This is an optimization exercise on Yosys and OpenROAD, whose aim is small area, not a production implementation. In this exercise RTL edits were held to simulation tests only and were not proved equivalent to the original.

Setup of v28:
## ftbc
module ftbc (
    input  wire        clk,
    input  wire        rst,           
    input  wire        bus_en,
    input  wire        bus_we,
    input  wire [1:0]  bus_size,      
    input  wire [12:0] bus_addr,      
    input  wire [31:0] bus_wdata,
    output reg  [31:0] bus_rdata,
    output reg         bus_berr,
    output wire        tx_valid,
    output wire [7:0]  tx_data,
    input  wire [2:0]  tx_resp,
    output wire        rx_rd,
    input  wire [2:0]  rx_resp,
    input  wire [7:0]  rx_data,
    input  wire        tick,
    output wire        irq
);
Size in the first run: about 2000 cells after synthesis, roughly 480 flip-flops, ~110 I/O pins.
==> flow/config.mk <==
export PLATFORM = sky130hd
export DESIGN_NAME = ftbc
export DESIGN_NICKNAME = ftbc
export VERILOG_FILES = /design/flow/design.v
export SDC_FILE = /design/flow/constraint.sdc
export NUM_CORES = 4
export LEC_CHECK = 0
export CAP_MARGIN = 10
export CORE_MARGIN = 2
export CORE_UTILIZATION = 40
export PLACE_DENSITY = 0.5
export SLEW_MARGIN = 10
export SYNTH_HIERARCHICAL = 1
==> flow/constraint.sdc <==
create_clock -name core_clock -period 15.0 [get_ports {clk}]
set_input_delay 3.0000 -clock core_clock [delete_from_list [all_inputs] [get_ports {clk}]]
set_output_delay 3.0000 -clock core_clock [all_outputs]
set_load 0.01 [all_outputs]
standard.sh (not shown) runs the stock make flow with config.mk's settings and CLKGATE_MAP_FILE= SYNTH_SCRIPT=/design/flow/synth_recipe.tcl, a recipe that flattens the netlist after the stock synthesis.
==> flow/flow/run.sh <==
#!/bin/bash
# Layout flow: the standard ORFS flow, with
#  - synthesis: the standard flow's script, but ABC maps with an area-oriented script (flow/area.abc);
#    registers, passes and flattening are the standard synthesis's
#  - port buffers: sky130_fd_sc_hd__buf_1 on every input and output port
#  - CTS: clkbuf_8 tree without dummy loads
# Each tool's output is in orfs/logs/; make's output is in standard.log.
set -euo pipefail
HERE=$(pwd)
ABC_SCRIPT="$HERE/flow/area.abc"
{
  head -1 synth_recipe.tcl
  cat <<EOT
proc abc {args} {
  set i [lsearch -exact \$args -script]
  if {\$i >= 0} { lset args [expr {\$i + 1}] {$ABC_SCRIPT} }
  yosys abc {*}\$args
}
EOT
  tail -n +2 synth_recipe.tcl
} > synth_area.tcl

bash standard.sh \
  SYNTH_SCRIPT="$HERE/synth_area.tcl" \
  "BUFFER_PORTS_ARGS=-buffer_cell sky130_fd_sc_hd__buf_1" \
  "CTS_ARGS=-sink_clustering_enable -repair_clock_nets -dont_use_dummy_load -buf_list sky130_fd_sc_hd__clkbuf_8 -sink_clustering_size 16 -sink_clustering_max_diameter 60" \
  finish > standard.log 2>&1
==> flow/flow/area.abc <==
&get -n
&st
&deepsyn -T 20
&dch -f
&nf -a -R 1000
&put
Both conditions hold for v28: the flow ran to the end and the final layout passed the timing, design-rule and antenna checks.
For v14, these inputs were changed with respect to v28:
==> flow/run.sh (new file) <==
#!/bin/bash
# synth_recipe.tcl (not shown) runs the flow's synth.tcl, then flattens the netlist and writes it again
# the make line also repeats each setting of config.mk as NAME=value (left out here)
make -C /OpenROAD-flow-scripts/flow DESIGN_CONFIG=/design/flow/config.mk WORK_HOME=/design/flow/orfs CLKGATE_MAP_FILE= SYNTH_SCRIPT=/design/flow/synth_recipe.tcl finish
--- a/flow/config.mk
+++ b/flow/config.mk
@@ -6,8 +6,11 @@
 export NUM_CORES = 4
 export LEC_CHECK = 0
-export CAP_MARGIN = 10
+export CAP_MARGIN = 20
 export CORE_MARGIN = 2
-export CORE_UTILIZATION = 40
-export PLACE_DENSITY = 0.5
-export SLEW_MARGIN = 10
+export CORE_UTILIZATION = 45
+export CTS_BUF_LIST = sky130_fd_sc_hd__clkbuf_8
+export CTS_CLUSTER_DIAMETER = 60
+export CTS_CLUSTER_SIZE = 16
+export PLACE_DENSITY = 0.55
+export SLEW_MARGIN = 20
 export SYNTH_HIERARCHICAL = 1
removed: flow/flow/run.sh
removed: flow/flow/area.abc
removed: flow/standard.sh
==> notes.md <==
The run showing the greater final area is v14.
v14 falls short of v28 in worst setup margin.
v14 -> v28: worst hold slack flat
Compared with v28, in v14 final worst-path cycle share saw an increase, total wirelength of the detailed-routed design saw an increase.
[inputs] v4 vs v14
==> flow/flow/run.sh (new file) <==
#!/bin/bash
# Layout flow: the standard ORFS flow, with
#  - synthesis: the standard flow's script, but ABC maps with an area-oriented script (flow/area.abc)
#    and adders are left to ABC (no ADDER_MAP_FILE); registers, passes and
#    flattening are the standard synthesis's
#  - port buffers: sky130_fd_sc_hd__buf_1 on every input and output port
#  - CTS: clkbuf_8 tree without dummy loads
# Each tool's output is in orfs/logs/; make's output is in standard.log.
set -euo pipefail
HERE=$(pwd)
ABC_SCRIPT="$HERE/flow/area.abc"
{
  head -1 synth_recipe.tcl
  cat <<EOT
proc abc {args} {
  set i [lsearch -exact \$args -script]
  if {\$i >= 0} { lset args [expr {\$i + 1}] {$ABC_SCRIPT} }
  yosys abc {*}\$args
}
EOT
  tail -n +2 synth_recipe.tcl
} > synth_area.tcl

bash standard.sh \
  SYNTH_SCRIPT="$HERE/synth_area.tcl" \
  ADDER_MAP_FILE= \
  "BUFFER_PORTS_ARGS=-buffer_cell sky130_fd_sc_hd__buf_1" \
  "CTS_ARGS=-sink_clustering_enable -repair_clock_nets -dont_use_dummy_load -buf_list sky130_fd_sc_hd__clkbuf_8 -sink_clustering_size 16 -sink_clustering_max_diameter 60" \
  finish > standard.log 2>&1
==> flow/flow/area.abc (new file) <==
&get -n
&st
&deepsyn -T 20
&dch -f
&nf -a -R 1000
&put
==> flow/standard.sh (new file) <==
#!/bin/bash
# synth_recipe.tcl (not shown) runs the flow's synth.tcl, then flattens the netlist and writes it again
# the make line also repeats each setting of config.mk as NAME=value (left out here)
make -C /OpenROAD-flow-scripts/flow DESIGN_CONFIG=/design/flow/config.mk WORK_HOME=/design/flow/orfs CLKGATE_MAP_FILE= SYNTH_SCRIPT=/design/flow/synth_recipe.tcl "${@:-finish}"
--- a/flow/config.mk
+++ b/flow/config.mk
@@ -8,9 +8,6 @@
 export CAP_MARGIN = 20
 export CORE_MARGIN = 2
-export CORE_UTILIZATION = 45
-export CTS_BUF_LIST = sky130_fd_sc_hd__clkbuf_8
-export CTS_CLUSTER_DIAMETER = 60
-export CTS_CLUSTER_SIZE = 16
-export PLACE_DENSITY = 0.55
+export CORE_UTILIZATION = 60
+export PLACE_DENSITY = 0.7
 export SLEW_MARGIN = 20
 export SYNTH_HIERARCHICAL = 1
removed: flow/run.sh
[summary]
- Utilization, v14 and v4: smaller value in v14
- The setup slack of v4 is smaller than that of v14.
- Changes observed in v4 relative to v14: worst path buffer plus inverter count went up; count of unique library cells instantiated by Yosys fell 28.
Input-level comparison between v49 and v4:
--- a/flow/flow/run.sh
+++ b/flow/flow/run.sh
@@ -1,7 +1,6 @@
 #!/bin/bash
 # Layout flow: the standard ORFS flow, with
-#  - synthesis: the standard flow's script, but ABC maps with an area-oriented script (flow/area.abc)
-#    and adders are left to ABC (no ADDER_MAP_FILE); registers, passes and
-#    flattening are the standard synthesis's
+#  - synthesis: the standard flow's script, but ABC maps with an area-oriented script (flow/area.abc);
+#    registers, passes and flattening are the standard synthesis's
 #  - port buffers: sky130_fd_sc_hd__buf_1 on every input and output port
 #  - CTS: clkbuf_8 tree without dummy loads
@@ -24,5 +23,4 @@
 bash standard.sh \
   SYNTH_SCRIPT="$HERE/synth_area.tcl" \
-  ADDER_MAP_FILE= \
   "BUFFER_PORTS_ARGS=-buffer_cell sky130_fd_sc_hd__buf_1" \
   "CTS_ARGS=-sink_clustering_enable -repair_clock_nets -dont_use_dummy_load -buf_list sky130_fd_sc_hd__clkbuf_8 -sink_clustering_size 16 -sink_clustering_max_diameter 60" \
Notes after the runs:
v49 ends up with a delay of the slowest cell on the worst path that is 260 ps lower than in v4.
Total of plain and repair buffers excluding clock buffers for v49: 8.6% down relative to v4
Going from v4 to v49, number of placed instances with taps included grew slightly.
Of the two values seen for cell type of the slowest stage on the worst timing path, sky130_fd_sc_hd__o21ai_0 was produced by v4 and sky130_fd_sc_hd__dfxtp_1 by v49.
Ratio of final minimum period to clock period ends up lower on v49.
Share of the yosys chip area belonging to registers, v4 and v49, lower one = v49.
A start point of the critical path of state[3] is what v4 shows, while state[2] belongs to v49.
Summary of v49 over v4: setup slack increased by 1110 ps relative to the old numbers; global router's overall resource usage decreased by 2.5 points relative to the old numbers.

-- static timing again, ports no longer ideal --
The flow's constraints put no driver on any port. The routed layouts listed below were extracted and timed again, unchanged, in two steps. Step 1 sets driving cells, clkbuf_16 on the clock port and buf_2 on the other inputs (assumed; they add their load-dependent delay and slew). Step 2 moves the port delays by t, midway between the first and last clock arrival at a register: inputs arrive t later, outputs are due t later. That takes back most of the time a late clock gives input paths. a / b / c = no drivers / after step 1 / after step 2; a / b = the first two.
run	t (ns)	setup WS [ns]	worst hold slack (ns)
v28	0.708	2.956 / 2.899 / 3.606	0.470 / 0.470 / 0.470
v14	0.728	2.606 / 2.545 / 3.273	0.472 / 0.472 / 0.472
v4	0.685	1.868 / 1.816 / 2.501	0.484 / 0.484 / 0.484
v49	0.678	2.978 / 2.922 / 3.600	0.481 / 0.481 / 0.481
After both steps setup and hold are still met in every run listed.
